Background: an optimization exercise with open tools, aiming at small area. Do not read the settings as production practice.
In this exercise RTL edits were held to simulation tests only and were not proved equivalent to the original.
Power and IR drop assume default switching activity.

== P ==
## stm32bl_update
module stm32bl_update (
    input  wire        clk,
    input  wire        rst,           
    input  wire        rx_valid,
    input  wire [7:0]  rx_data,
    input  wire        idle,
    input  wire        tick,
    input  wire        te,
    input  wire [63:0] app_vec,
    input  wire [63:0] boot_vec,
    output reg         fl_erase,
    output reg         fl_we,
    output wire [31:0] fl_addr,
    output wire [31:0] fl_wdata,
    output reg         rep_valid,
    output wire [31:0] rep_pages,
    output reg         nf_valid,
    output reg         ho_valid,
    output reg         rb_valid,
    output reg  [31:0] vec_sp,
    output reg  [31:0] vec_entry,
    output wire [1:0]  mode,
    output wire        rx_listen,
    output wire        halted,
    output wire        gone,
    output wire [1:0]  fault
);
export LEC_CHECK = 0
export CAP_MARGIN = 20
export CORE_MARGIN = 2
export CORE_UTILIZATION = 40
export SLEW_MARGIN = 20
create_clock -name core_clock -period 10.0 [get_ports {clk}]
standard.sh (not shown) runs the stock make flow with config.mk's settings and CLKGATE_MAP_FILE= SYNTH_SCRIPT=/design/flow/synth_recipe.tcl, a recipe that flattens the netlist after the stock synthesis.
==> flow/flow/run.sh <==
#!/bin/bash
# Standard layout with three changes:
#  - after floorplan, OpenROAD's restructure re-maps the combinational logic for area
#    (registers untouched);
#  - CTS with larger sink clusters and no dummy loads;
#  - ports buffered with buf_1.
export POST_FLOORPLAN_TCL="$PWD/flow/restructure.tcl"
export CTS_ARGS="-sink_clustering_enable -repair_clock_nets -dont_use_dummy_load -sink_clustering_size 25 -sink_clustering_max_diameter 90"
export BUFFER_PORTS_ARGS="-buffer_cell sky130_fd_sc_hd__buf_1"
bash standard.sh > standard.log 2>&1
==> flow/flow/restructure.tcl <==
# Area-oriented re-mapping of the combinational logic (ABC through OpenROAD).
set_dont_use $::env(DONT_USE_CELLS)
set rst_dir $::env(RESULTS_DIR)/restructure
file mkdir $rst_dir
report_design_area
restructure -target area \
  -liberty_file $::env(PLATFORM_DIR)/lib/sky130_fd_sc_hd__tt_025C_1v80.lib \
  -tielo_port sky130_fd_sc_hd__conb_1/LO -tiehi_port sky130_fd_sc_hd__conb_1/HI \
  -work_dir $rst_dir -abc_logfile $rst_dir/abc.log
report_design_area
#### Input delta (Q over P)
--- a/flow/design.v
+++ b/flow/design.v
@@ -92,32 +92,28 @@
     reg [2:0]  n_remain;
     reg        n_halted;
     reg [1:0]  n_fault;
     reg        buf_we;
     reg        o_erase, o_we, o_rep, o_nf, o_ho, o_rb;
     reg        warm;
     reg        live;
     wire [4:0]  wr_word = r_burst - 5'd1;
     wire [5:0]  rd_w = {r_latch, wr_word};
-    reg [7:0]  rd_hi, rd_lo;
-    reg [31:0] rd_word, rd_grp;
-    integer j, m;
+    reg [63:0] rd_sel;
+    reg [31:0] rd_word;
+    integer j;
     always @* begin
-        rd_hi = 8'd0; rd_hi[rd_w[5:3]] = 1'b1;
-        rd_lo = 8'd0; rd_lo[rd_w[2:0]] = 1'b1;
+        rd_sel  = 64'd0;
+        rd_sel[rd_w] = 1'b1;
         rd_word = 32'd0;
-        for (m = 0; m < 8; m = m + 1) begin
-            rd_grp = 32'd0;
-            for (j = 0; j < 8; j = j + 1)
-                rd_grp = rd_grp | ({32{rd_lo[j]}} &
-                         {buf_mem[32*m+4*j+3], buf_mem[32*m+4*j+2], buf_mem[32*m+4*j+1], buf_mem[32*m+4*j]});
-            rd_word = rd_word | ({32{rd_hi[m]}} & rd_grp);
-        end
+        for (j = 0; j < 64; j = j + 1)
+            rd_word = rd_word | ({32{rd_sel[j]}} &
+                      {buf_mem[4*j+3], buf_mem[4*j+2], buf_mem[4*j+1], buf_mem[4*j]});
     end
     wire [7:0]  cmd_byte = buf_mem[0];
     wire        app_ok = app_vec[31:0] == SP_SENTINEL;
     always @* begin
         n_mode    = r_mode;
         n_seq     = r_seq;
         n_latch   = r_latch;
         n_burst   = r_burst;
         n_ptr     = r_ptr;
[summary]
In Q the post-route clock skew turned out 0.045 ns higher than in P.
Summary — met2 track demand over resource in global routing, Q relative to P: higher, by 7.6 points.
The share of the clock period used by the worst path after layout of Q exceeds that of P by 17 points.
For Q, the capture point of the worst path was fl_wdata[26], unlike P, where it was fl_wdata[10].
Going from P to Q, the power dissipated by switching net loads was found to have gone down by 20%.
Re highest fanout seen on the critical path: P and Q aren't equal, and the lower value belongs to Q.
Against P, minimum clock period after layout in Q came out worse.
Between Q and P, the die outline area does not differ in any meaningful way.
The estimated power of Q ends up lower than the estimate for P.
Q vs P: average cell area after synthesis up in Q
On global-route wire length before repair, the lower figure sits with P, not Q.
P has lower post-synthesis to final-layout area growth than Q.
Effective utilization at floorplan across P and Q: no real change.

-- afterwards: timing with drivers on the ports --
How much do the figures lean on ideal ports? The routed layouts below were timed once more, with nothing changed but the port constraints.
Step 1: set_driving_cell puts a clkbuf_16 on clk and a buf_2 on each other input, an assumption about the parent block.
Step 2 moves the port delays by t, midway between the first and last clock arrival at a register: inputs arrive t later, outputs are due t later. That takes back most of the time a late clock gives input paths.
a / b / c = ideal ports / drivers / drivers and shift; a / b = the first two.
run	shift t [ns]	slack for setup (ns)	latest minus earliest clock arrival (ns)	worst register clock-pin slew, ns
P	0.807	2.293 / 2.206 / 2.840	0.116 / 0.116	0.11 / 0.11
Q	0.842	0.593 / 0.509 / 1.351	0.148 / 0.149	0.10 / 0.10
After both steps setup and hold are still met in every run listed.
